Source: an optimization exercise on an open RTL-to-GDS flow (aim: small area, a short achievable clock period and few clock cycles). Production flows keep margins and buffers that such runs may drop. The RTL was checked by simulation tests, not by an equivalence proof against the original design. Power is estimated from default activity; no workload was simulated.

## flow/config.mk

```make
export PLATFORM = sky130hd
export DESIGN_NAME = quic_walk
export DESIGN_NICKNAME = quic_walk
export VERILOG_FILES = /design/flow/design.v
export SDC_FILE = /design/flow/constraint.sdc
export NUM_CORES = 4
export LEC_CHECK = 0
export ABC_AREA = 1
export CAP_MARGIN = 20
export CORE_MARGIN = 2
export CORE_UTILIZATION = 40
export PLACE_DENSITY = 0.6
export SLEW_MARGIN = 20
```

## flow/constraint.sdc

```tcl
create_clock -name core_clock -period 8.0 [get_ports {clk}]
set_input_delay 1.6000 -clock core_clock [delete_from_list [all_inputs] [get_ports {clk}]]
set_output_delay 1.6000 -clock core_clock [all_outputs]
set_load 0.01 [all_outputs]
```

## flow/design.v

```verilog
module quic_walk (
    input  wire        clk,
    input  wire        rst,
    input  wire        in_valid,
    output wire        in_ready,
    input  wire [31:0] in_data,
    input  wire [2:0]  in_cnt,
    input  wire        in_last,
    output wire        frm_valid,
    output wire [3:0]  frm_kind,
    output wire [7:0]  frm_tag,
    output wire [15:0] frm_off,
    output wire [15:0] frm_len,
    output wire        done_valid,
    output wire [7:0]  done_status,
    output wire [7:0]  done_cause,
    output wire [15:0] done_nfrm,
    output wire [15:0] done_nbytes
);
    localparam [2:0] S_TAG  = 3'd0;   
    localparam [2:0] S_X1   = 3'd1;   
    localparam [2:0] S_X2   = 3'd2;   
    localparam [2:0] S_B    = 3'd3;   
    localparam [2:0] S_UTF  = 3'd4;   
    localparam [2:0] S_D0   = 3'd5;   
    localparam [2:0] S_D0OK = 3'd6;   
    localparam [2:0] S_ERR  = 3'd7;   
    localparam [2:0] B_DL  = 3'd0;    
    localparam [2:0] B_NBS = 3'd1;    
    localparam [2:0] B_NB  = 3'd2;    
    localparam [2:0] B_TS2 = 3'd3;    
    localparam [2:0] B_TS1 = 3'd4;    
    localparam [1:0] E_RESV  = 2'd0;
    localparam [1:0] E_UTF   = 2'd1;
    localparam [1:0] E_TRUNC = 2'd2;
    localparam [2:0] U_ANY = 3'd0;    
    localparam [2:0] U_A0  = 3'd1;    
    localparam [2:0] U_9F  = 3'd2;    
    localparam [2:0] U_90  = 3'd3;    
    localparam [2:0] U_8F  = 3'd4;    
    reg        bv;
    reg [31:0] bdata;
    reg [2:0]  bcnt;
    reg        blast;
    reg [13:0] bpos;      
    reg [2:0]  st;
    reg [2:0]  bs;        
    reg [16:0] cur;       
    reg        pv;        
    reg [15:0] fstart;    
    reg [7:0]  ftag;
    reg [7:0]  hold1;     
    reg [7:0]  hold2;     
    reg [15:0] nfrm;
    reg [1:0]  ecode;
    reg [2:0]  ui;        
    reg [1:0]  u_need;
    reg [2:0]  u_rng;
    reg        u_bad;
    wire [1:0]  k        = cur[1:0];
    wire [13:0] bpos1    = bpos + 14'd1;
    wire        at_beat  = (cur[16:2] == {1'b0, bpos});
    wire        cin      = at_beat && ({1'b0, k} < bcnt);    
    wire        bl       = blast && !bcnt[2];
    wire [16:0] blen     = {1'b0, bpos, bcnt[1:0]};
    wire        cur_eq_len = at_beat && (k == bcnt[1:0]);
    wire [16:0] nxt_beat = {1'b0, bpos1, 2'b00};
    wire [7:0] B0 = bdata[7:0];
    wire [7:0] B1 = bdata[15:8];
    wire [7:0] B2 = bdata[23:16];
    wire [7:0] B3 = bdata[31:24];
    reg [7:0] c0, c1, c2;           
    always @* begin
        case (k)
            2'd0:    begin c0 = B0; c1 = B1; c2 = B2; end
            2'd1:    begin c0 = B1; c1 = B2; c2 = B3; end
            2'd2:    begin c0 = B2; c1 = B3; c2 = B3; end
            default: begin c0 = B3; c1 = B3; c2 = B3; end
        endcase
    end
    wire a1 = ({1'b0, k} + 3'd1) < bcnt;    
    wire a2 = ({1'b0, k} + 3'd2) < bcnt;    
    wire        in_tag = (st == S_TAG);
    wire        in_x1  = (st == S_X1);
    wire [7:0]  t  = in_tag ? c0 : ftag;
    wire [7:0]  x1 = in_tag ? c1 : in_x1 ? c0 : hold1;
    wire [7:0]  x2 = in_tag ? c2 : in_x1 ? c1 : c0;
    wire        h1 = in_tag ? a1 : 1'b1;                
    wire        h2 = in_tag ? a2 : in_x1 ? a1 : 1'b1;   
    wire t_ack  = (t[7:5] == 3'b101);
    wire t_str  = (t[7:6] == 2'b11);
    wire t_cc   = (t == 8'h02);
    wire t_resv = (t[3:2] == 2'd2) || (t[1:0] == 2'd2);
    reg [4:0] t_fix;
    always @* begin
        case (t)
            8'h01:   t_fix = 5'd17;
            8'h03:   t_fix = 5'd9;
            8'h04:   t_fix = 5'd9;
            8'h05:   t_fix = 5'd13;
            8'h06:   t_fix = 5'd5;
            8'h09:   t_fix = 5'd5;
            8'h0b:   t_fix = 5'd15;
            default: t_fix = 5'd1;
        endcase
    end
    wire [2:0] sw = {1'b0, t[1:0]} + 3'd1;
    reg  [3:0] ow;
    always @* begin
        case (t[3:2])
            2'd0:    ow = 4'd0;
            2'd1:    ow = 4'd2;
            2'd2:    ow = 4'd4;
            default: ow = 4'd8;
        endcase
    end
    wire [2:0] lw = t[3] ? 3'd4 : t[2] ? 3'd2 : 3'd1;
    wire [2:0] mw = t[1] ? 3'd4 : t[0] ? 3'd2 : 3'd1;
    wire need2  = t_ack ? t[4] : 1'b1;           
    wire hdr_ok = need2 ? h2 : h1;               
    wire [1:0] h_used = in_tag ? (need2 ? 2'd3 : 2'd2) : in_x1 ? (need2 ? 2'd2 : 2'd1) : 2'd1;
    wire [3:0] h_body = t_ack ? {1'b0, lw} + {1'b0, mw} + 4'd2 :
                        t_cc  ? 4'd0 : {1'b0, sw} + ow;
    wire dl_big = (x1 != 8'd0) || (x2[7:2] != 6'd0) || (x2[1:0] == 2'd3);
    wire h_past = (t[3:2] != 2'd0) || t[1] || (in_x1 && t[0]);
    wire [7:0] a_nts = ftag[4] ? hold2 : hold1;
    wire       ts_c  = (a_nts != 8'd0);
    wire [7:0] ub = bdata[8*ui[1:0] +: 8];
    reg [1:0] u_need_n;
    reg [2:0] u_rng_n;
    reg       u_bad_n;
    wire      u_cont = (ub[7:6] == 2'b10);
    reg       u_cont_ok;
    always @* begin
        case (u_rng)
            U_A0:    u_cont_ok = u_cont && ub[5];
            U_9F:    u_cont_ok = u_cont && !ub[5];
            U_90:    u_cont_ok = u_cont && (ub[5:4] != 2'b00);
            U_8F:    u_cont_ok = u_cont && (ub[5:4] == 2'b00);
            default: u_cont_ok = u_cont;
        endcase
    end
    always @* begin
        u_need_n = 2'd0;
        u_rng_n  = U_ANY;
        u_bad_n  = u_bad;
        if (u_need != 2'd0) begin
            u_need_n = u_need - 2'd1;
            if (!u_cont_ok)
                u_bad_n = 1'b1;
        end else if (!ub[7]) begin
            u_need_n = 2'd0;
        end else if (ub[7:5] == 3'b110) begin
            u_need_n = 2'd1;
            if (ub[4:1] == 4'd0)
                u_bad_n = 1'b1;
        end else if (ub[7:4] == 4'b1110) begin
            u_need_n = 2'd2;
            if (ub[3:0] == 4'h0)
                u_rng_n = U_A0;
            else if (ub[3:0] == 4'hD)
                u_rng_n = U_9F;
        end else if (ub[7:3] == 5'b11110 && (ub[2] == 1'b0 || ub[1:0] == 2'b00)) begin
            u_need_n = 2'd3;
            if (ub[2:0] == 3'd0)
                u_rng_n = U_90;
            else if (ub[2])
                u_rng_n = U_8F;
        end else begin
            u_bad_n = 1'b1;
        end
    end
    wire u_fail   = u_bad || (u_need != 2'd0);
    wire u_at_end = at_beat && (k == ui[1:0]) && !ui[2];
    reg         rel;         
    reg         fin;         
    reg [7:0]   d_status;
    reg [7:0]   d_cause;
    reg [2:0]   st_n;
    reg [2:0]   bs_n;
    reg [16:0]  cur_n;
    reg         pv_n;
    reg [16:0]  opnd;        
    reg         cy;
    reg         set_start;   
    reg         hold1_ld;
    reg         hold2_ld;
    reg [2:0]   ui_n;
    reg         u_step;
    reg         u_init;
    reg         e_ld;
    reg [1:0]   e_n;
    wire [16:0] sum = cur + opnd + {16'd0, cy};
    wire [2:0]  x2_idx = in_x1 ? {1'b0, k} + 3'd1 : {1'b0, k};
    always @* begin
        rel       = 1'b0;
        fin       = 1'b0;
        d_status  = 8'h00;
        d_cause   = 8'h00;
        st_n      = st;
        bs_n      = bs;
        pv_n      = pv;
        opnd      = 17'd0;
        cy        = 1'b0;
        cur_n     = cur;
        set_start = 1'b0;
        hold1_ld  = 1'b0;
        hold2_ld  = 1'b0;
        ui_n      = ui;
        u_step    = 1'b0;
        u_init    = 1'b0;
        e_ld      = 1'b0;
        e_n       = E_RESV;
        case (st)
            S_B: begin
                case (bs)
                    B_DL:    opnd = {1'b0, hold1, hold2};
                    B_NBS:   opnd = ftag[1] ? {7'd0, hold1, 2'b00} : {8'd0, hold1, 1'b0};
                    B_NB:    opnd = {9'd0, hold1};
                    B_TS2:   begin opnd = {8'd0, a_nts, 1'b0}; cy = ts_c; end
                    default: begin opnd = {9'd0, a_nts};       cy = ts_c; end
                endcase
                cur_n = sum;
                rel   = bv && !bl && !at_beat && (ftag != 8'h02);
                case (bs)
                    B_NBS:   bs_n = (ftag[1:0] == 2'b00) ? B_TS2 : B_NB;
                    B_NB:    bs_n = B_TS2;
                    B_TS2:   bs_n = B_TS1;
                    default: bs_n = bs;
                endcase
                if (bs == B_DL || bs == B_TS1) begin
                    if (ftag == 8'h02) begin
                        st_n = S_UTF;
                    end else begin
                        st_n = S_TAG;
                        pv_n = 1'b1;
                    end
                end
            end
            S_TAG, S_X1, S_X2: if (bv) begin
                if (cin) begin
                    set_start = in_tag;
                    if (in_tag && t_ack && t_resv) begin
                        st_n = S_ERR;
                        e_ld = 1'b1;
                        e_n  = E_RESV;
                        pv_n = 1'b0;
                        rel  = !bl;
                    end else if (in_tag && t_cc) begin
                        opnd  = 17'd5;
                        cur_n = sum;
                        st_n  = S_X1;
                        pv_n  = 1'b0;
                        rel   = !bl;
                    end else if (in_tag && t_str && !t[4]) begin
                        opnd  = {13'd0, 4'd1 + {1'b0, sw} + ow};
                        cur_n = sum;
                        st_n  = S_D0;
                        pv_n  = 1'b0;
                    end else if (in_tag && !t_ack && !t_str) begin
                        opnd  = {12'd0, t_fix};
                        cur_n = sum;
                        pv_n  = 1'b1;
                        rel   = !bl && ((t_fix != 5'd1) || (k == 2'd3));
                    end else if (hdr_ok) begin
                        opnd     = {12'd0, 3'd0, h_used} + {13'd0, h_body};
                        cur_n    = sum;
                        hold1_ld = (st != S_X2);
                        hold2_ld = 1'b1;
                        pv_n     = 1'b0;
                        st_n     = S_B;
                        bs_n     = !t_ack ? B_DL : t[4] ? B_NBS : B_TS2;
                        if (t_cc) begin
                            ui_n   = (x2_idx == 3'd3 && !bl) ? 3'd0 : x2_idx + 3'd1;
                            u_init = 1'b1;
                            rel    = !bl && (x2_idx == 3'd3);
                        end else begin
                            rel    = !bl && (in_tag || t_ack || (dl_big && h_past));
                        end
                    end else begin
                        cur_n = nxt_beat;
                        pv_n  = 1'b0;
                        rel   = !bl;
                        if (in_tag && !(h1 && need2)) begin
                            st_n     = S_X1;
                        end else begin
                            hold1_ld = 1'b1;
                            st_n     = S_X2;
                        end
                    end
                end else if (bl) begin
                    if (in_tag && cur_eq_len && pv) begin
                        pv_n = 1'b0;
                    end else begin
                        fin = 1'b1;
                        rel = 1'b1;
                        if (in_tag) begin
                            if (!cur_eq_len) begin
                                d_status = 8'h01;
                                d_cause  = 8'h0B;
                            end
                        end else begin
                            d_status = 8'h01;
                            d_cause  = 8'h02;
                        end
                    end
                end else begin
                    rel = 1'b1;
                end
            end
            S_UTF: if (bv) begin
                if (u_at_end) begin
                    if (u_fail) begin
                        st_n = S_ERR;
                        e_ld = 1'b1;
                        e_n  = E_UTF;
                    end else begin
                        st_n = S_TAG;
                        pv_n = 1'b1;
                    end
                end else if (ui < bcnt) begin
                    u_step = 1'b1;
                    ui_n   = ui + 3'd1;
                    if (ui == 3'd3 && !bl) begin
                        rel  = 1'b1;
                        ui_n = 3'd0;
                    end
                end else begin
                    fin = 1'b1;
                    rel = 1'b1;
                    d_status = 8'h01;
                    d_cause  = 8'h0B;
                end
            end
            S_D0: if (bv) begin
                if (cin) begin
                    st_n = S_D0OK;
                    rel  = !bl;
                end else if (bl) begin
                    if (cur_eq_len) begin
                        st_n = S_TAG;
                        pv_n = 1'b1;
                    end else begin
                        fin = 1'b1;
                        rel = 1'b1;
                        d_status = 8'h01;
                        d_cause  = 8'h02;
                    end
                end else begin
                    rel = 1'b1;
                end
            end
            S_D0OK: if (bv) begin
                if (bl) begin
                    cur_n = blen;
                    st_n  = S_TAG;
                    pv_n  = 1'b1;
                end else begin
                    rel = 1'b1;
                end
            end
            default: if (bv) begin   
                rel = 1'b1;
                if (bl) begin
                    fin = 1'b1;
                    case (ecode)
                        E_UTF:   begin d_status = 8'h04; d_cause = 8'h20; end
                        E_TRUNC: begin d_status = 8'h01; d_cause = 8'h02; end
                        default: begin d_status = 8'h01; d_cause = 8'h03; end
                    endcase
                end
            end
        endcase
    end
    wire   to_empty    = blast && bcnt[2];    
    assign in_ready    = !bv || (rel && !to_empty);
    assign frm_valid   = bv && in_tag && pv && (cin || (bl && cur_eq_len));
    assign frm_tag     = ftag;
    assign frm_off     = fstart;
    assign frm_len     = cur[15:0] - fstart;
    assign frm_kind    = (ftag[7:5] == 3'b101) ? 4'hC :
                         (ftag[7:6] == 2'b11)  ? 4'hD :
                         (ftag <= 8'h0b)       ? ftag[3:0] : 4'h0;
    assign done_valid  = fin;
    assign done_status = d_status;
    assign done_cause  = d_cause;
    assign done_nfrm   = nfrm;
    assign done_nbytes = blen[15:0];
    always @(posedge clk) begin
        if (set_start) begin
            fstart <= cur[15:0];
            ftag   <= c0;
        end
        if (hold1_ld)
            hold1 <= in_tag ? c1 : c0;
        if (hold2_ld)
            hold2 <= x2;
        if (e_ld)
            ecode <= e_n;
        if (in_valid && in_ready) begin
            bdata <= in_data;
            bcnt  <= in_cnt;
            blast <= in_last;
        end else if (rel && to_empty) begin
            bcnt  <= 3'd0;
        end
        if (u_step) begin
            u_need <= u_need_n;
            u_rng  <= u_rng_n;
            u_bad  <= u_bad_n;
        end
        if (u_init) begin
            u_need <= 2'd0;
            u_rng  <= U_ANY;
            u_bad  <= 1'b0;
        end
        ui <= ui_n;
        bs <= bs_n;
        if (rst) begin
            bv   <= 1'b0;
            bpos <= 14'd0;
            st   <= S_TAG;
            cur  <= 17'd0;
            pv   <= 1'b0;
            nfrm <= 16'd0;
        end else begin
            if (rel && !to_empty)
                bv <= 1'b0;
            if (in_valid && in_ready)
                bv <= 1'b1;
            if (fin) begin
                bpos <= 14'd0;
                st   <= S_TAG;
                cur  <= 17'd0;
                pv   <= 1'b0;
                nfrm <= 16'd0;
            end else begin
                if (rel)
                    bpos <= bpos1;
                st   <= st_n;
                cur  <= cur_n;
                pv   <= pv_n;
                if (frm_valid)
                    nfrm <= nfrm + 16'd1;
            end
        end
    end
endmodule
```

## flow/run.sh

```bash
#!/bin/bash
# synth_recipe.tcl (not shown) runs the flow's synth.tcl, then flattens the netlist and writes it again
# the make line also repeats each setting of config.mk as NAME=value (left out here)
make -C /OpenROAD-flow-scripts/flow DESIGN_CONFIG=/design/flow/config.mk WORK_HOME=/design/flow/orfs CLKGATE_MAP_FILE= SYNTH_SCRIPT=/design/flow/synth_recipe.tcl finish
```

==> results_dict.tcl, run 1 <==
set metrics [dict create \
    count_of_tritonroute_iterations_in_the_first_routing_pass 5 \
    critical_path_peak_fanout 17 \
    port_buffers 123 \
    critPathMostFrequentCell "sky130_fd_sc_hd__nand2_1" \
    grt_util_all_layers_pct 23.42 \
    dpl.hpwl_um 26350 \
    fraction_of_final_layout_cells_sized_beyond_drive_strength_1_pct 7.342 \
    grt_remaining_overflow 0 \
    worst_ir_drop_vdd_uv 121.8 \
    fmax_ghz 0.1480 \
    hold_class "register to register" \
    post_synth_inst_count 1526 \
    placed_cells_incl_taps 1988 \
    detail_route.wirelength_um 33660 \
    vias_post_dr 10684 \
    cts.reportedPaths.clkPinSlew_ns 0.06 \
    antenna_found_initial 0 \
    fin_crit_sh_pct 84.46 \
    viasPerCell 5.289 \
    report.final.slew_viol_count 0 \
    ctsRootBufferMaster "sky130_fd_sc_hd__clkbuf_16" \
    initial_cell_density_of_the_core_pct 40.87 \
    worstSetupEndpointType "register" \
    cts.htree.levels 4 \
    routedWlPerCell_um 16.66 \
    postSynth.topFlopCell "sky130_fd_sc_hd__edfxtp_1" \
    clock_sink_count 141 \
    ys.warnings.count 1 \
    critPathLaunchType "register" \
    netlist.top_cell.by_area "sky130_fd_sc_hd__edfxtp_1" \
    cts_tree "yes" \
    route.detailed.drc 0 \
    maxCapViolations 0 \
    unrepaired_setup_endpoints_after_global_routing "false" \
    hold_violations 0 \
    power_density_nw_per_um2 170.8 \
    floorplan.core_area_um2 27100 \
    die_w_um 170.4 \
    final.setup_skew_ns 0.01230 \
    fp.dieArea_um2 29040 \
    data_arrival_time_of_the_critical_path_ns 7.07 \
    standard_cell_rows 60 \
    detail-route-antenna-nets 0 \
    drt_iter0_markers 787 \
    synth.cell_area_um2 11080 \
    via_count_of_the_first_global_routing_pass 9917 \
    tns_setup_ns 0 \
    outcome "timing/DRC/antenna clean" \
    synth.avg_cell_area_um2 7.259 \
    cellLeakagePower_uw 0.005590 \
    fp.dieH_um 170.4 \
    number_of_buffers_created_by_cts 17 \
    boundaryPins 134 \
    syn_to_final_growth_pct 18.48 \
    gp_congestion 0.9540 \
    post_cts_resize_count 0 \
    crit_required_ns 8.31 \
    first_pass_grt_wire_length_um 53640 \
    finalHoldWorstSlack_ns 0.4921 \
    yosys_reg_bits 141 \
    hold_buffers 0 \
    post-cts-setup-buffers 0 \
    clk_path_buf_depth 2 \
    timing_worst_slew_pin_value_ns 0.8806 \
    final_util_pct 48.43 \
    cp_slowest_cell "sky130_fd_sc_hd__ha_1" \
    synth_sequential_area_ratio_pct 32.98 \
    critPathMaxStageDelay_ns 0.61 \
    async_reset_ff_share_pct 0 \
    nNetsFinal 1740 \
    crit_type "register to register" \
    yosys-top-cells-area "sky130_fd_sc_hd__edfxtp_1 23%, sky130_fd_sc_hd__nand2_1 12%, sky130_fd_sc_hd__dfxtp_1 10%" \
    count_of_flip_flops_with_a_built_in_enable_after_synthesis 83 \
    grt_max_degree 41 \
    finalSetupViolCount 0 \
    finalCriticalPeriod_ns 6.757 \
    slew_headroom_pct 41.08 \
    synthDistinctLibCells 70 \
    layout.cells.non_filler 2020 \
    diodes 0 \
    synth.top_cell.area_share_pct 22.50 \
    clk-insertion-delay-late_ns 0.43 \
]
cells in the mapped netlist (all sizes together), types with 2 or more instances:
cell type / n
nand3b: 6
fa: 6
nor2: 168
a32o: 2
o31ai: 4
edfxtp: 83
dfxtp: 58
a21oi: 112
nand3: 63
o21bai: 6
or2: 9
o211ai: 14
a2111oi: 3
xnor2: 10
a211oi: 7
inv: 203
nor4: 10
xor2: 37
and2: 2
o22ai: 9
nand2: 374
a41oi: 5
o221ai: 11
o21a: 2
ha: 60
nor3: 39
nor3b: 5
clkinv: 2
a21o: 3
a31oi: 3
buf: 33
o21ai: 122
nand4: 15
a32oi: 5
clkbuf: 17
a221oi: 3
o2111ai: 7
layer usage:
metal | GRT usage [%] | vias to the layer above | share of wire (%)
met2 | 39.86 | 371 | 48
met1 | 30.79 | 4935 | 45
met3 | 3.209 | 45 | 5.0
met5 | 0 | - | 0
li1 | - | 5333 | -
met4 | 7.321 | 0 | 2.3
worst max-delay path, delay by kind of cell, from the launching register on:
family	cells	cell delay, ns
AOI/OAI and AO/OA	11	2.08
DFF	1	0.31
and+or+nand+nor	16	1.70
adders and majority gates	5	1.91
buffers and inverters	3	0.63
sequential cells by signal (all words and copies together), names as in the netlist, 2 cells and up:
name / count
bcnt: 3
bdata: 32
bpos: 14
bs: 3
cur: 17
fstart: 16
ftag: 8
hold1: 8
hold2: 8
nfrm: 16
st: 3
u_need: 2
u_rng: 3
ui: 3
through the flow:
step | worst slack (ns) | total power (uW) | instance area (um^2)
6_report | 1.243 | 2241 | 13120
5_1_grt | 0.5971 | 2365 | 13120
4_1_cts | 1.307 | 2259 | 13120
3_5_place_dp | 1.331 | 1458 | 12550
3_3_place_gp | 1.487 | 1457 | 12550
2_1_floorplan | 2.250 | 1265 | 11110
placed cells by master, fill, tap and decap left out, types with 6 or more instances in the layout:
master	count
sky130_fd_sc_hd__nor2_2	7
sky130_fd_sc_hd__clkbuf_16	17
sky130_fd_sc_hd__ha_1	60
sky130_fd_sc_hd__a211oi_1	7
sky130_fd_sc_hd__dfxtp_1	58
sky130_fd_sc_hd__nand2_2	15
sky130_fd_sc_hd__o221ai_1	11
sky130_fd_sc_hd__nor2_1	157
sky130_fd_sc_hd__o2111ai_1	7
sky130_fd_sc_hd__a21oi_2	8
sky130_fd_sc_hd__fa_1	6
sky130_fd_sc_hd__nand3_1	60
sky130_fd_sc_hd__nor3_1	35
sky130_fd_sc_hd__o22ai_1	9
sky130_fd_sc_hd__nand2_1	355
sky130_fd_sc_hd__o211ai_1	13
sky130_fd_sc_hd__nor4_1	8
sky130_fd_sc_hd__o21ai_2	7
sky130_fd_sc_hd__xor2_1	37
sky130_fd_sc_hd__inv_1	186
sky130_fd_sc_hd__conb_1	10
sky130_fd_sc_hd__o21ai_0	104
sky130_fd_sc_hd__clkdlybuf4s50_1	123
sky130_fd_sc_hd__inv_2	16
sky130_fd_sc_hd__edfxtp_1	83
sky130_fd_sc_hd__or2_2	6
sky130_fd_sc_hd__xnor2_1	10
sky130_fd_sc_hd__inv_6	7
sky130_fd_sc_hd__a21oi_1	104
sky130_fd_sc_hd__o21ai_1	10
sky130_fd_sc_hd__nand3b_1	6
sky130_fd_sc_hd__buf_4	8
sky130_fd_sc_hd__nand4_1	14
sky130_fd_sc_hd__o21bai_1	6
layout make-up:
class	count	area [um^2]
fill	2754	13980
multi-input combinational	1139	6367
sequential	141	3654
timing repair buffer	131	1291
inverter	205	777.0
tap	372	465.4
clock buffer	18	439.2
clock inverter	14	130.1
cell families (layout without fill, tap and decap cells):
| family | after synthesis | count (layout) | share of synthesized area, % |
|---|---|---|---|
| XOR/XNOR | 47 | 47 | 3.716 |
| AND/OR/NAND/NOR | 692 | 692 | 27.83 |
| adder cells (fa/ha/maj) | 66 | 66 | 7.862 |
| flip-flops | 141 | 141 | 32.98 |
| buffers and inverters | 255 | 368 | 9.884 |
| other | 1 | 10 | 0.03385 |
| AO/OA/AOI/OAI | 324 | 324 | 17.69 |
path summary, 6_finish.rpt:
path / slack [ns] / cells after the start / from / endpoint
worst max-delay path: 1.24 / 35 / cur[1]$_SDFFE_PP0P_ / cur[15]$_SDFFE_PP0P_
worst min-delay path: 0.49 / 2 / nfrm[12]$_SDFFE_PP0P_ / nfrm[12]$_SDFFE_PP0P_
worst max register to register: 1.24 / 35 / cur[1]$_SDFFE_PP0P_ / cur[15]$_SDFFE_PP0P_
worst min register to register: 0.49 / 2 / nfrm[12]$_SDFFE_PP0P_ / nfrm[12]$_SDFFE_PP0P_
power by group:
part | internal (uW) | total (uW) | switching [uW]
clock | 443 | 795 | 352
sequential | 808 | 847 | 38.8
combinational | 225 | 600 | 375
Testbench counts, summed over its fixed seeds: cycles 13,428.
==> run 2, diff against run 1 <==
--- a/flow/design.v
+++ b/flow/design.v
@@ -61,5 +61,5 @@
     wire [13:0] bpos1    = bpos + 14'd1;
     wire        at_beat  = (cur[16:2] == {1'b0, bpos});
-    wire        cin      = at_beat && ({1'b0, k} < bcnt);    
+    wire        cin      = at_beat && (bcnt[2] || ({1'b0, k} < bcnt));    
     wire        bl       = blast && !bcnt[2];
     wire [16:0] blen     = {1'b0, bpos, bcnt[1:0]};
@@ -79,6 +79,8 @@
         endcase
     end
-    wire a1 = ({1'b0, k} + 3'd1) < bcnt;    
-    wire a2 = ({1'b0, k} + 3'd2) < bcnt;    
+    wire ge2 = bcnt[2] || bcnt[1];
+    wire ge3 = bcnt[2] || (bcnt[1] && bcnt[0]);
+    wire a1  = (k == 2'd0) ? ge2 : (k == 2'd1) ? ge3 : (k == 2'd2) ? bcnt[2] : 1'b0;
+    wire a2  = (k == 2'd0) ? ge3 : (k == 2'd1) ? bcnt[2] : 1'b0;
     wire        in_tag = (st == S_TAG);
     wire        in_x1  = (st == S_X1);
@@ -119,7 +121,47 @@
     wire need2  = t_ack ? t[4] : 1'b1;           
     wire hdr_ok = need2 ? h2 : h1;               
-    wire [1:0] h_used = in_tag ? (need2 ? 2'd3 : 2'd2) : in_x1 ? (need2 ? 2'd2 : 2'd1) : 2'd1;
-    wire [3:0] h_body = t_ack ? {1'b0, lw} + {1'b0, mw} + 4'd2 :
-                        t_cc  ? 4'd0 : {1'b0, sw} + ow;
+    function [4:0] ow_of;
+        input [1:0] c;
+        ow_of = (c == 2'd0) ? 5'd0 : (5'd1 << c);
+    endfunction
+    function [4:0] aw_of;
+        input [1:0] c;
+        aw_of = c[1] ? 5'd4 : c[0] ? 5'd2 : 5'd1;
+    endfunction
+    function [319:0] mk_str_tab;
+        input dummy;
+        integer i;
+        begin
+            mk_str_tab = 320'd0;
+            for (i = 0; i < 64; i = i + 1)
+                mk_str_tab[5*i +: 5] = 5'd3 - i[5:4] + {3'd0, i[1:0]} + 5'd1 + ow_of(i[3:2]);
+        end
+    endfunction
+    function [639:0] mk_ack_tab;
+        input dummy;
+        integer i;
+        begin
+            mk_ack_tab = 640'd0;
+            for (i = 0; i < 128; i = i + 1)
+                mk_ack_tab[5*i +: 5] = ((i[6:5] == 2'd2) ? 5'd1 : 5'd2 - i[6:5] + i[4])
+                                       + aw_of(i[3:2]) + aw_of(i[1:0]) + 5'd2;
+        end
+    endfunction
+    function [63:0] mk_d0_tab;
+        input dummy;
+        integer i;
+        begin
+            mk_d0_tab = 64'd0;
+            for (i = 0; i < 16; i = i + 1)
+                mk_d0_tab[4*i +: 4] = 4'd2 + i[1:0] + ow_of(i[3:2]);
+        end
+    endfunction
+    localparam [319:0] STR_TAB = mk_str_tab(1'b0);
+    localparam [639:0] ACK_TAB = mk_ack_tab(1'b0);
+    localparam [63:0]  D0_TAB  = mk_d0_tab(1'b0);
+    wire [4:0] str_step = STR_TAB[5*{st[1:0], t[3:0]} +: 5];
+    wire [4:0] ack_step = ACK_TAB[5*{st[1:0], t[4:0]} +: 5];
+    wire [3:0] d0_min   = D0_TAB[4*t[3:0] +: 4];
+    wire [4:0] h_step   = t_ack ? ack_step : t_cc ? (in_x1 ? 5'd2 : 5'd1) : str_step;
     wire dl_big = (x1 != 8'd0) || (x2[7:2] != 6'd0) || (x2[1:0] == 2'd3);
     wire h_past = (t[3:2] != 2'd0) || t[1] || (in_x1 && t[0]);
@@ -254,5 +296,5 @@
                         rel   = !bl;
                     end else if (in_tag && t_str && !t[4]) begin
-                        opnd  = {13'd0, 4'd1 + {1'b0, sw} + ow};
+                        opnd  = {13'd0, d0_min};
                         cur_n = sum;
                         st_n  = S_D0;
@@ -264,5 +306,5 @@
                         rel   = !bl && ((t_fix != 5'd1) || (k == 2'd3));
                     end else if (hdr_ok) begin
-                        opnd     = {12'd0, 3'd0, h_used} + {13'd0, h_body};
+                        opnd     = {12'd0, h_step};
                         cur_n    = sum;
                         hold1_ld = (st != S_X2);
==> run 2 against run 1 <==
Effect of this change: still clean on timing, DRC and antenna; combinational power grew 14%; core utilization down 0.085 points; synthesized cell count grew 6.9%; sequential share of layout area shrank 0.86 points; hold slack got worse by 0.022 ns; clock power grew 5.9%; via count rose by 8.6%; critical endpoint is now in_ready.
==> results_dict.tcl, run 2 <==
set metrics [dict create \
    outcome "timing/DRC/antenna clean" \
    cts.htree.levels 4 \
    first_pass_grt_wire_length_um 60230 \
    drt_iter0_markers 964 \
    max_flop_register "bdata" \
    via_count_of_the_first_global_routing_pass 10928 \
    grt_util_all_layers_pct 25.28 \
    critPathLaunchType "register" \
    placed_cells_incl_taps 2095 \
    ctsRootBufferMaster "sky130_fd_sc_hd__clkbuf_16" \
    dpl.hpwl_um 30080 \
    netlist.top_cell.by_area "sky130_fd_sc_hd__edfxtp_1" \
    cts.reportedPaths.clkPinSlew_ns 0.06 \
    port_buffers 123 \
    count_of_tritonroute_iterations_in_the_first_routing_pass 6 \
    fraction_of_final_layout_cells_sized_beyond_drive_strength_1_pct 6.861 \
    cts_tree "yes" \
    clock_sink_count 141 \
    worstPathBufferInverterCount 3 \
    cp_slowest_cell "sky130_fd_sc_hd__ha_1" \
    postSynth.topFlopCell "sky130_fd_sc_hd__edfxtp_1" \
    grt_remaining_overflow 0 \
    worstSetupEndpointType "output port" \
    vias_post_dr 11607 \
    die_w_um 173.3 \
    count_of_flip_flops_with_a_built_in_enable_after_synthesis 83 \
    hold-path-cell-count 2 \
    power_uw 2376 \
    fp.dieH_um 173.3 \
    worst-path-stages 25 \
    final_cell_mix "381 x sky130_fd_sc_hd__nand2_1, 214 x sky130_fd_sc_hd__inv_1, 158 x sky130_fd_sc_hd__nor2_1" \
    fmax_ghz 0.1492 \
    path_delay_family "simple AND/OR/NAND/NOR gates" \
    register_area_um2 3654 \
    timing_worst_slew_pin_value_ns 0.8231 \
    power_density_nw_per_um2 175.5 \
    clk-insertion-delay-late_ns 0.44 \
    diodes 0 \
    largest_reg_flops 32 \
    finalCriticalPeriod_ns 6.701 \
    cell_int_power_uw 1527 \
    fin_crit_sh_pct 83.77 \
    gp_congestion 0.9915 \
    critical_path_peak_fanout 22 \
    power.share.switching_pct 35.75 \
    hold_buffers 0 \
    boundaryPins 134 \
    report.final.slew_viol_count 0 \
    initial_cell_density_of_the_core_pct 40.91 \
    power_frac_clock_pct 35.4 \
    critPathMostFrequentCell "sky130_fd_sc_hd__nand2_1" \
    number_of_buffers_created_by_cts 17 \
    synthDistinctLibCells 70 \
    synth_sequential_area_ratio_pct 31.88 \
    fp.dieArea_um2 30020 \
    final.setup_skew_ns 0.01733 \
    hold_class "register to register" \
    power.switching_uw 849.5 \
    layout_setup_ws_ns 1.299 \
    yosys-top-cells-area "sky130_fd_sc_hd__edfxtp_1 22%, sky130_fd_sc_hd__nand2_1 12%, sky130_fd_sc_hd__dfxtp_1 10%" \
    crit_type "register to output port" \
    ys.warnings.count 1 \
    detail-route-antenna-nets 0 \
    cellLeakagePower_uw 0.005856 \
    standard_cell_rows 61 \
    data_arrival_time_of_the_critical_path_ns 5.10 \
    total_area_of_multi_input_combinational_cells_um2 6636 \
    share_seq_of_total_power_pct 35.8 \
    floorplan.core_area_um2 28010 \
    grt_max_degree 46 \
    dp_worst_setup_slack_ns 1.564 \
    viasPerCell 5.457 \
    finalSetupViolCount 0 \
    async_reset_ff_share_pct 0 \
    layout.cells.non_filler 2127 \
    synth.most_common_cell "sky130_fd_sc_hd__nand2_1" \
    r2r_slack_ns 1.40 \
    fillCellCount 2813 \
    post_cts_resize_count 0 \
    slew_headroom_pct 45.12 \
    syn_to_final_growth_pct 18.16 \
    maxCapViolations 0 \
    comb_power_share_pct 28.7 \
    tns_setup_ns 0 \
    worst-r2r-cell-count 32 \
    layout.cells.most_common "sky130_fd_sc_hd__nand2_1" \
    routedWlPerCell_um 18.19 \
    route.detailed.drc 0 \
    synth.top_cell.area_share_pct 21.75 \
    worst_ir_drop_vdd_uv 120.8 \
    biggestRegsByFlops "bdata: 32 flops, cur: 17 flops" \
    hold_violations 0 \
    synth.avg_cell_area_um2 7.022 \
    post-cts-setup-buffers 0 \
    synth.cell_area_um2 11460 \
    yosys_reg_bits 141 \
    post_synth_inst_count 1632 \
    nNetsFinal 1831 \
    synth_common_cells "381 x sky130_fd_sc_hd__nand2_1, 214 x sky130_fd_sc_hd__inv_1, 159 x sky130_fd_sc_hd__nor2_1, 115 x sky130_fd_sc_hd__o21ai_0, 108 x sky130_fd_sc_hd__a21oi_1" \
    unrepaired_setup_endpoints_after_global_routing "false" \
    detail_route.wirelength_um 38680 \
    critPathMaxStageDelay_ns 0.76 \
    antenna_found_initial 0 \
    crit_required_ns 6.40 \
    clk_path_buf_depth 2 \
]
## run 2: cell count changes after synthesis, sizes merged, moves of 10 or more
cell,change
nand3,+12
inv,+20
o211ai,+10
nand2,+26
a211oi,+10
o21ai,+21
## run 2: path summary, 6_finish.rpt
kind / from / end
worst max-delay path: cur[1]$_SDFFE_PP0P_ / in_ready
worst min-delay path: u_need[1]$_SDFFE_PP0P_ / u_need[1]$_SDFFE_PP0P_
worst max register to register: cur[1]$_SDFFE_PP0P_ / cur[14]$_SDFFE_PP0P_
worst min register to register: u_need[1]$_SDFFE_PP0P_ / u_need[1]$_SDFFE_PP0P_
## run 2: logic make-up (layout without fill, tap and decap cells)
family	after synthesis	in the layout	synth area share, %
fa+ha+maj	56	56	6.311
buf+inv	283	391	10.58
other cells	1	10	0.03272
flops	141	141	31.88
simple gates	736	736	28.05
xor+xnor	44	44	3.363
mux	1	1	0.08735
compound gates	370	370	19.70
## run 2: power groups by stage
stage               Sequential, uW  Combinational, uW  Clock [uW]
finish                         852                683         842
global route                   856                752         880
CTS                            852                675         848
detailed placement             868                672           0
global placement               867                675           0
floorplan                      853                452           0
## run 2: area by class of cell
| cell class | instances | share of cell area (%) |
|---|---|---|
| clock buffers | 17 | 3.142 |
| inverters | 224 | 6.320 |
| clock inverters | 15 | 1.294 |
| well taps | 378 | 3.493 |
| multi-input cells | 1217 | 49.01 |
| repair buffers | 135 | 9.758 |
| flip-flops and latches | 141 | 26.98 |
## run 2: metrics by stage
stage	util [%]	instance area (um^2)	hold slack (ns)
after detailed placement	46.20	12940	0.4611
after global routing	48.34	13540	0.5132
after global placement	46.20	12940	0.4586
final	48.34	13540	0.4702
after floorplan	-	11490	0.4427
after CTS	48.34	13540	0.4703
## run 2: tightest hold or removal path: cells and delay by family (launching register included)
| kind | cells | cell delay [ns] |
|---|---|---|
| compound gates | 1 | 0.06 |
| flops | 1 | 0.31 |
| simple gates | 1 | 0.06 |
## run 2: layer usage
| metal | vias up | GRT usage (%) | part of all wire (%) |
|---|---|---|---|
| met4 | 0 | 10.10 | 3.6 |
| met5 | - | 0 | 0 |
| li1 | 5682 | - | - |
| met3 | 79 | 3.443 | 6.3 |
| met2 | 503 | 41.87 | 46 |
| met1 | 5343 | 33.34 | 44 |
Testbench counts of run 2, summed over its fixed seeds: cycles 13,428.
==> run 3, diff against run 2 <==
--- a/flow/design.v
+++ b/flow/design.v
@@ -58,8 +58,23 @@
     reg [2:0]  u_rng;
     reg        u_bad;
+    function [15:0] inc16;
+        input [15:0] v;
+        integer i;
+        begin
+            for (i = 0; i < 16; i = i + 1)
+                inc16[i] = v[i] ^ (&(v | ~((16'd1 << i) - 16'd1)));
+        end
+    endfunction
+    function lt4;
+        input [2:0] v;
+        input [2:0] c;
+        lt4 = !v[2] && (c[2] || (c[1] && c[0] && !(v[1] && v[0])) || (c[1] && !c[0] && !v[1])
+                        || (!c[1] && c[0] && v[1:0] == 2'd0));
+    endfunction
     wire [1:0]  k        = cur[1:0];
-    wire [13:0] bpos1    = bpos + 14'd1;
+    wire [15:0] bpos1w   = inc16({2'b00, bpos});
+    wire [13:0] bpos1    = bpos1w[13:0];
     wire        at_beat  = (cur[16:2] == {1'b0, bpos});
-    wire        cin      = at_beat && (bcnt[2] || ({1'b0, k} < bcnt));    
+    wire        cin      = at_beat && lt4({1'b0, k}, bcnt);    
     wire        bl       = blast && !bcnt[2];
     wire [16:0] blen     = {1'b0, bpos, bcnt[1:0]};
@@ -107,16 +122,4 @@
         endcase
     end
-    wire [2:0] sw = {1'b0, t[1:0]} + 3'd1;
-    reg  [3:0] ow;
-    always @* begin
-        case (t[3:2])
-            2'd0:    ow = 4'd0;
-            2'd1:    ow = 4'd2;
-            2'd2:    ow = 4'd4;
-            default: ow = 4'd8;
-        endcase
-    end
-    wire [2:0] lw = t[3] ? 3'd4 : t[2] ? 3'd2 : 3'd1;
-    wire [2:0] mw = t[1] ? 3'd4 : t[0] ? 3'd2 : 3'd1;
     wire need2  = t_ack ? t[4] : 1'b1;           
     wire hdr_ok = need2 ? h2 : h1;               
@@ -234,5 +237,7 @@
     reg [1:0]   e_n;
     wire [16:0] sum = cur + opnd + {16'd0, cy};
-    wire [2:0]  x2_idx = in_x1 ? {1'b0, k} + 3'd1 : {1'b0, k};
+    wire [1:0]  k1     = {k[1] ^ k[0], ~k[0]};
+    wire [2:0]  x2_idx = in_x1 ? {k == 2'd3, k1} : {1'b0, k};
+    wire [2:0]  x2_nx  = in_x1 ? {k[1], ~k[1], k[0]} : {k == 2'd3, k1};    
     always @* begin
         rel       = 1'b0;
@@ -314,5 +319,5 @@
                         bs_n     = !t_ack ? B_DL : t[4] ? B_NBS : B_TS2;
                         if (t_cc) begin
-                            ui_n   = (x2_idx == 3'd3 && !bl) ? 3'd0 : x2_idx + 3'd1;
+                            ui_n   = (x2_idx == 3'd3 && !bl) ? 3'd0 : x2_nx;
                             u_init = 1'b1;
                             rel    = !bl && (x2_idx == 3'd3);
@@ -361,7 +366,7 @@
                         pv_n = 1'b1;
                     end
-                end else if (ui < bcnt) begin
+                end else if (lt4(ui, bcnt)) begin
                     u_step = 1'b1;
-                    ui_n   = ui + 3'd1;
+                    ui_n   = {ui[1] & ui[0], ui[1] ^ ui[0], ~ui[0]};
                     if (ui == 3'd3 && !bl) begin
                         rel  = 1'b1;
@@ -484,5 +489,5 @@
                 pv   <= pv_n;
                 if (frm_valid)
-                    nfrm <= nfrm + 16'd1;
+                    nfrm <= inc16(nfrm);
             end
         end
==> run 3 against run 2 <==
Effect of this change: sequential power increased by 3.9%; largest cell class unchanged; sequential share of layout area increased by 1.1 points; power increased by 6.2%; core utilization decreased by 0.27 points; non-clock buffer count decreased by 5; wire length decreased by 3.8%; clock power decreased by 2.5%; area after synthesis decreased by 3.9%; combinational power increased by about 20%; highest routed layer unchanged; first-iteration DRC count decreased by 11%.
==> results_dict.tcl, run 3 <==
set metrics [dict create \
    outcome "timing/DRC/antenna clean" \
    layout.cells.non_filler 2005 \
    grt_util_all_layers_pct 25.88 \
    route.top_layer_used "met4" \
    cell_int_power_uw 1568 \
    postSynth.topFlopCell "sky130_fd_sc_hd__edfxtp_1" \
    finalHoldWorstSlack_ns 0.4838 \
    synth_sequential_area_ratio_pct 33.16 \
    layout.cells.most_common "sky130_fd_sc_hd__nand2_1" \
    boundaryPins 134 \
    r2r_slack_ns 1.59 \
    detail_route.wirelength_um 37210 \
    ys.warnings.count 1 \
    nNetsFinal 1747 \
    timing_worst_slew_pin_value_ns 1.017 \
    post_cts_resize_count 0 \
    synth.cell_area_um2 11020 \
    fp.dieH_um 170.0 \
    routedWlPerCell_um 18.56 \
    dpl.hpwl_um 28690 \
    max_flop_register "bdata" \
    yosys_reg_bits 141 \
    clk_path_buf_depth 2 \
    cts.reportedPaths.clkPinSlew_ns 0.07 \
    placed_cells_incl_taps 1973 \
    fin_crit_sh_pct 86.07 \
    count_of_flip_flops_with_a_built_in_enable_after_synthesis 83 \
    report.final.slew_viol_count 0 \
    share_seq_of_total_power_pct 35.1 \
    drt_iter0_markers 862 \
    hold_violations 0 \
    first_pass_grt_wire_length_um 57400 \
    power_density_nw_per_um2 194.3 \
    yosys-top-cells-area "sky130_fd_sc_hd__edfxtp_1 23%, sky130_fd_sc_hd__nand2_1 13%, sky130_fd_sc_hd__dfxtp_1 11%" \
    final_cell_mix "367 x sky130_fd_sc_hd__nand2_1, 195 x sky130_fd_sc_hd__inv_1, 170 x sky130_fd_sc_hd__nor2_1" \
    wl_met3_um 2492 \
    data_arrival_time_of_the_critical_path_ns 5.29 \
    antenna_found_initial 0 \
    initial_cell_density_of_the_core_pct 40.77 \
    wl_met2_um 17670 \
    finalSetupViolCount 0 \
    synth.top_cell.area_share_pct 22.62 \
    ctsRootBufferMaster "sky130_fd_sc_hd__clkbuf_16" \
    worst_ir_drop_vdd_uv 103.4 \
    synth.avg_cell_area_um2 7.099 \
    die_w_um 170.0 \
    cts.htree.levels 4 \
    synth.most_common_cell "sky130_fd_sc_hd__nand2_1" \
    worstSetupEndpointType "output port" \
    post-cts-setup-buffers 0 \
    slew_headroom_pct 31.94 \
    viasPerCell 5.528 \
    finalCriticalPeriod_ns 6.885 \
    hold_class "register to register" \
    count_of_tritonroute_iterations_in_the_first_routing_pass 6 \
    fp.dieArea_um2 28890 \
    critical_path_peak_fanout 22 \
    power_uw 2524 \
    largest_reg_flops 32 \
    synth_common_cells "367 x sky130_fd_sc_hd__nand2_1, 195 x sky130_fd_sc_hd__inv_1, 171 x sky130_fd_sc_hd__nor2_1, 115 x sky130_fd_sc_hd__o21ai_0, 101 x sky130_fd_sc_hd__a21oi_1" \
    unrepaired_setup_endpoints_after_global_routing "false" \
    crit_type "register to output port" \
    vias_post_dr 11083 \
    fillCellCount 2764 \
    async_reset_ff_share_pct 0 \
    critPathLaunchType "register" \
    grt_max_degree 34 \
    maxCapViolations 0 \
    power.switching_uw 955.8 \
    cts_tree "yes" \
    postPlaceCellArea_um2 12400 \
    design_area_um2 12990 \
    power_frac_clock_pct 32.5 \
    comb_power_share_pct 32.4 \
    netlist.top_cell.by_area "sky130_fd_sc_hd__edfxtp_1" \
    floorplan.core_area_um2 27030 \
    wirelength_met1_um 15950 \
    fraction_of_final_layout_cells_sized_beyond_drive_strength_1_pct 5.469 \
    clk-insertion-delay-late_ns 0.44 \
    detail-route-antenna-nets 0 \
    post_synth_inst_count 1552 \
    crit_required_ns 6.40 \
    power.share.switching_pct 37.87 \
    gp_congestion 0.9427 \
    diodes 0 \
    tns_setup_ns 0 \
    clock_sink_count 141 \
    via_count_of_the_first_global_routing_pass 10375 \
    hold_buffers 0 \
    synthDistinctLibCells 63 \
    route.detailed.drc 0 \
    final.setup_skew_ns 0.01327 \
    number_of_buffers_created_by_cts 17 \
    biggestRegsByFlops "bdata: 32 flops, cur: 17 flops" \
    port_buffers 123 \
    standard_cell_rows 60 \
    cellLeakagePower_uw 0.005672 \
    syn_to_final_growth_pct 17.91 \
    fmax_ghz 0.1452 \
    grt_remaining_overflow 0 \
]
[run 3: routing by layer]
| metal | GRT usage (%) | vias up |
|---|---|---|
| met4 | 9.179 | 0 |
| met3 | 4.233 | 76 |
| li1 | - | 5400 |
| met5 | 0 | - |
| met1 | 32.70 | 5162 |
| met2 | 44.69 | 445 |
[run 3: cell families (layout without fill, tap and decap cells)]
logic type,after synthesis,count (layout),share of synthesized area [%]
DFF,141,141,33.16
AOI/OAI and AO/OA,329,329,18.07
adders and majority gates,57,57,6.677
other,1,10,0.03404
buffers and inverters,269,372,10.53
xor gates and xnor gates,43,43,3.418
and+or+nand+nor,712,712,28.12
[run 3: critical path, stage by stage (launching register included)]
cell,delay [ns]
sky130_fd_sc_hd__dfxtp_1,0.41
sky130_fd_sc_hd__inv_1,0.34
sky130_fd_sc_hd__ha_1,0.83
sky130_fd_sc_hd__nand2_1,0.11
sky130_fd_sc_hd__nand2_1,0.09
sky130_fd_sc_hd__nor2_1,0.05
sky130_fd_sc_hd__nor2_1,0.20
sky130_fd_sc_hd__inv_1,0.09
sky130_fd_sc_hd__nand2_1,0.06
sky130_fd_sc_hd__o21ai_0,0.35
sky130_fd_sc_hd__inv_1,0.29
sky130_fd_sc_hd__ha_1,0.25
sky130_fd_sc_hd__inv_1,0.10
sky130_fd_sc_hd__nor2_1,0.14
sky130_fd_sc_hd__nand2_1,0.11
sky130_fd_sc_hd__nand3_1,0.11
sky130_fd_sc_hd__nor2_1,0.04
sky130_fd_sc_hd__nor2_1,0.08
sky130_fd_sc_hd__nand2_1,0.06
sky130_fd_sc_hd__nand2_1,0.06
sky130_fd_sc_hd__nand2_1,0.05
sky130_fd_sc_hd__nand2_1,0.07
sky130_fd_sc_hd__nand2_2,0.07
sky130_fd_sc_hd__nand2_4,0.18
sky130_fd_sc_hd__nand2_2,0.07
sky130_fd_sc_hd__nand2_2,0.08
sky130_fd_sc_hd__clkdlybuf4s50_1,0.54
[run 3: cell type report]
cell class | instances | area [um^2] | area share, %
multi-input cells | 1151 | 6247 | 48.09
clock buffers | 21 | 494.2 | 3.804
clock inverters | 11 | 92.59 | 0.7127
repair buffers | 130 | 1284 | 9.882
well taps | 341 | 426.7 | 3.284
flip-flops and latches | 141 | 3654 | 28.12
inverters | 210 | 793.3 | 6.106
[run 3: final timing paths]
check	from	end	cells past startpoint
max reg2reg	cur[1]$_SDFFE_PP0P_	cur[12]$_SDFFE_PP0P_	34
max	cur[1]$_SDFFE_PP0P_	in_ready	26
min	u_rng[0]$_SDFFE_PP0P_	u_rng[0]$_SDFFE_PP0P_	2
min reg2reg	u_rng[0]$_SDFFE_PP0P_	u_rng[0]$_SDFFE_PP0P_	2
[run 3: power by group through the flow]
stage	Clock, uW	Combinational (uW)	Sequential, uW
after floorplan	0	544	879
after global placement	0	810	900
after detailed placement	0	805	900
after CTS	831	810	884
after global routing	860	901	890
final	821	818	885
[run 3: through the flow]
stage,utilization (%),setup WS (ns)
after floorplan,-,3.152
after global placement,45.90,1.688
after detailed placement,45.90,1.595
after CTS,48.07,1.154
after global routing,48.07,0.6276
final,48.07,1.115
Testbench counts of run 3, summed over its fixed seeds: cycles 13,428.
==> run 4, diff against run 3 <==
--- a/flow/config.mk
+++ b/flow/config.mk
@@ -9,5 +9,6 @@
 export CAP_MARGIN = 20
 export CORE_MARGIN = 2
-export CORE_UTILIZATION = 40
-export PLACE_DENSITY = 0.6
+export CORE_UTILIZATION = 60
+export CTS_BUF_LIST = sky130_fd_sc_hd__clkbuf_8
+export PLACE_DENSITY = 0.7
 export SLEW_MARGIN = 20
==> run 4 against run 3 <==
Effect of this change: core utilization rose by 22 points; global-route usage rose by 10 points; fmax rose by 0.64%; sequential power barely moved; die area fell by 33%; sequential share of layout area rose by 0.73 points; flip-flop and latch count did not move; combinational power fell by 0.7%; final area fell by 2.5%; register-to-register slack improved by 0.12 ns; final cell count fell by 5.7%; critical endpoint unchanged; largest power group unchanged.
==> results_dict.tcl, run 4 <==
set metrics [dict create \
    outcome "timing/DRC/antenna clean" \
    detail_route.wirelength_um 35150 \
    syn_to_final_growth_pct 14.94 \
    diodes 0 \
    synth.top_cell.area_share_pct 22.62 \
    critical_path_peak_fanout 18 \
    dpl.hpwl_um 26620 \
    cts.htree.levels 4 \
    hold_buffers 0 \
    final.setup_skew_ns 0.01351 \
    grt_use_met3_pct 5.919 \
    unrepaired_setup_endpoints_after_global_routing "false" \
    hold_start "pv$_SDFFE_PP0P_" \
    layout.cells.most_common "sky130_fd_sc_hd__nand2_1" \
    crit_required_ns 6.40 \
    fraction_of_final_layout_cells_sized_beyond_drive_strength_1_pct 5.355 \
    post-cts-setup-buffers 0 \
    worstSetupEndpointType "output port" \
    rr_endpoint "cur[15]$_SDFFE_PP0P_" \
    power_density_nw_per_um2 181.2 \
    fmax_ghz 0.1462 \
    grt_max_degree 34 \
    r2r_slack_ns 1.71 \
    synth.avg_cell_area_um2 7.099 \
    synth.cell_area_um2 11020 \
    postSynth.topFlopCell "sky130_fd_sc_hd__edfxtp_1" \
    power_frac_clock_pct 26.1 \
    clock_sink_count 141 \
    worstPathBufferInverterCount 5 \
    boundaryPins 134 \
    grt_util_all_layers_pct 36.33 \
    clk-insertion-delay-late_ns 0.48 \
    grt_remaining_overflow 0 \
    cts.reportedPaths.clkPinSlew_ns 0.09 \
    post_cts_resize_count 0 \
    finalSetupViolCount 0 \
    synth.most_common_cell "sky130_fd_sc_hd__nand2_1" \
    cts_tree "yes" \
    slew_headroom_pct 32.28 \
    routedWlPerCell_um 18.59 \
    data_arrival_time_of_the_critical_path_ns 5.24 \
    global_route.usage.met1_pct 44.79 \
    clk_path_buf_depth 2 \
    netlist.top_cell.by_area "sky130_fd_sc_hd__edfxtp_1" \
    synthDistinctLibCells 63 \
    antenna_found_initial 0 \
    cellLeakagePower_uw 0.005572 \
    placed_cells_incl_taps 1859 \
    async_reset_ff_share_pct 0 \
    nNetsFinal 1745 \
    power.share.switching_pct 39.87 \
    worst_ir_drop_vdd_uv 125.0 \
    vias_post_dr 11362 \
    r2r_startpoint "cur[1]$_SDFFE_PP0P_" \
    floorplan.core_area_um2 17960 \
    synth_common_cells "367 x sky130_fd_sc_hd__nand2_1, 195 x sky130_fd_sc_hd__inv_1, 171 x sky130_fd_sc_hd__nor2_1, 115 x sky130_fd_sc_hd__o21ai_0, 101 x sky130_fd_sc_hd__a21oi_1" \
    synth_sequential_area_ratio_pct 33.16 \
    route.detailed.drc 0 \
    worst_hold_path.endpoint "pv$_SDFFE_PP0P_" \
    largest_reg_flops 32 \
    fp.dieH_um 139.5 \
    top_usage_layer "met2" \
    comb_power_share_pct 35.4 \
    hold_violations 0 \
    power.switching_uw 914.9 \
    fin_crit_sh_pct 85.52 \
    report.final.slew_viol_count 0 \
    timing_worst_slew_pin_value_ns 1.005 \
    yosys-top-cells-area "sky130_fd_sc_hd__edfxtp_1 23%, sky130_fd_sc_hd__nand2_1 13%, sky130_fd_sc_hd__dfxtp_1 11%" \
    via_count_of_the_first_global_routing_pass 10916 \
    finalCriticalPeriod_ns 6.842 \
    critPathMaxStageDelay_ns 0.65 \
    detail-route-antenna-nets 0 \
    hold-path-cell-count 2 \
    port_buffers 123 \
    first_pass_grt_wire_length_um 56460 \
    worst-r2r-cell-count 33 \
    biggestRegsByFlops "bdata: 32 flops, cur: 17 flops" \
    initial_cell_density_of_the_core_pct 61.34 \
    path_delay_family "simple AND/OR/NAND/NOR gates" \
    grt.met2_usage_pct 60.53 \
    hold_class "register to register" \
    gp_congestion 0.9982 \
    viasPerCell 6.008 \
    tns_setup_ns 0 \
    count_of_tritonroute_iterations_in_the_first_routing_pass 6 \
    drt_iter0_markers 1263 \
    layout.cells.non_filler 1891 \
    standard_cell_rows 49 \
    yosys_reg_bits 141 \
    count_of_flip_flops_with_a_built_in_enable_after_synthesis 83 \
    crit_type "register to output port" \
    cell_int_power_uw 1380 \
    final_cell_mix "367 x sky130_fd_sc_hd__nand2_1, 195 x sky130_fd_sc_hd__inv_1, 170 x sky130_fd_sc_hd__nor2_1" \
    max_flop_register "bdata" \
    number_of_buffers_created_by_cts 17 \
    critPathLaunchType "register" \
    cp_slowest_cell "sky130_fd_sc_hd__ha_1" \
    ctsRootBufferMaster "sky130_fd_sc_hd__clkbuf_8" \
    ys.warnings.count 1 \
    post_synth_inst_count 1552 \
    share_seq_of_total_power_pct 38.5 \
    maxCapViolations 0 \
    fp.dieArea_um2 19460 \
    die_w_um 139.5 \
    critPathMostFrequentCell "sky130_fd_sc_hd__nand2_1" \
]
[run 4: cell types whose count changed in the layout (fill, tap and decap cells not counted), sizes merged]
cell,delta
buf,-2
bufinv,+1
clkinv,+3
inv,-1
clkbuf,-3
[run 4: power groups by stage]
| stage | logic (uW) | registers [uW] | clock network, uW |
|---|---|---|---|
| floorplan | 544 | 879 | 0 |
| CTS | 794 | 881 | 601 |
| detailed placement | 789 | 897 | 0 |
| global placement | 784 | 896 | 0 |
| finish | 812 | 883 | 599 |
| global route | 889 | 887 | 632 |
[run 4: layout make-up]
cell class              instances  area [um^2]
clock buffers                  18        247.7
clock inverters                14        150.1
flip-flops and latches        141         3654
well taps                     229        286.5
fillers                      1512         5299
inverters                     210        793.3
repair buffers                128         1269
multi-input cells            1151         6265
[run 4: metal layers]
layer  wire, um  up-vias  share of wire, %
met2      16890      699                48
met3       3178      132               9.0
met4       1975        0               5.6
met1      13110     5131                37
met5          0        -                 0
li1           -     5400                 -
[run 4: cell families (layout without fill, tap and decap cells)]
kind of cell / Yosys count / after routing / synth area share (%)
and+or+nand+nor: 712 / 712 / 28.12
AOI/OAI and AO/OA: 329 / 329 / 18.07
buffers and inverters: 269 / 370 / 10.53
DFF: 141 / 141 / 33.16
adders and majority gates: 57 / 57 / 6.677
xor gates and xnor gates: 43 / 43 / 3.418
other: 1 / 10 / 0.03404
[run 4: worst min-delay path, delay by kind of cell (launching register included)]
family | cells | cell delay [ns]
flip-flops | 1 | 0.33
AO/OA/AOI/OAI | 1 | 0.06
AND/OR/NAND/NOR | 1 | 0.06
[run 4: per-stage QoR]
stage | setup slack [ns] | cell area [um^2] | total power (uW) | hold slack, ns | util [%]
final | 1.158 | 12660 | 2295 | 0.4932 | 70.50
after global routing | 0.7243 | 12660 | 2408 | 0.5091 | 70.50
after CTS | 1.250 | 12650 | 2275 | 0.4891 | 70.43
after floorplan | 3.152 | 11050 | 1423 | 0.4545 | -
after detailed placement | 1.765 | 12250 | 1686 | 0.4747 | 68.22
after global placement | 1.893 | 12250 | 1681 | 0.4685 | 68.22
[run 4: worst max-delay path by stage]
stage / start / end / slack (ns) / depth (start not counted)
2_1_floorplan: cur[1]$_SDFFE_PP0P_ / cur[15]$_SDFFE_PP0P_ / 3.15 / 35
3_3_place_gp: cur[1]$_SDFFE_PP0P_ / in_ready / 1.89 / 26
3_5_place_dp: cur[1]$_SDFFE_PP0P_ / in_ready / 1.76 / 26
4_1_cts: cur[1]$_SDFFE_PP0P_ / in_ready / 1.25 / 26
5_1_grt: cur[1]$_SDFFE_PP0P_ / in_ready / 0.72 / 26
6_report: cur[1]$_SDFFE_PP0P_ / in_ready / 1.16 / 26

## port drivers added, routing unchanged
The results above use ideal ports. As a check the final layouts listed here were re-extracted and re-timed, cells and wires unchanged.
Step 1 (the two cells are an assumption about what drives the block):
set clk [get_ports {clk}]
set_driving_cell -lib_cell sky130_fd_sc_hd__clkbuf_16 $clk
set_driving_cell -lib_cell sky130_fd_sc_hd__buf_2 [delete_from_list [all_inputs] $clk]
Step 2 times the ports against the registers' clock, not the clock port: input delays grow and output delays shrink by t, the midpoint of the rising clock arrivals with the driver on.
Slacks: ideal ports / drivers / drivers and shift; pairs: ideal ports / drivers.
run | t, ns | slack for setup (ns) | worst setup path at the end | slew at the worst register clock pin (ns)
run 1 | 0.476 | 1.243 / 1.243 / 1.243 | register to register | 0.07 / 0.07
run 2 | 0.483 | 1.299 / 1.247 / 1.398 | register to register | 0.08 / 0.08
run 3 | 0.488 | 1.115 / 1.064 / 1.552 | register to output | 0.07 / 0.07
run 4 | 0.520 | 1.158 / 1.110 / 1.630 | register to output | 0.10 / 0.10
After both steps every run listed still meets setup and hold.
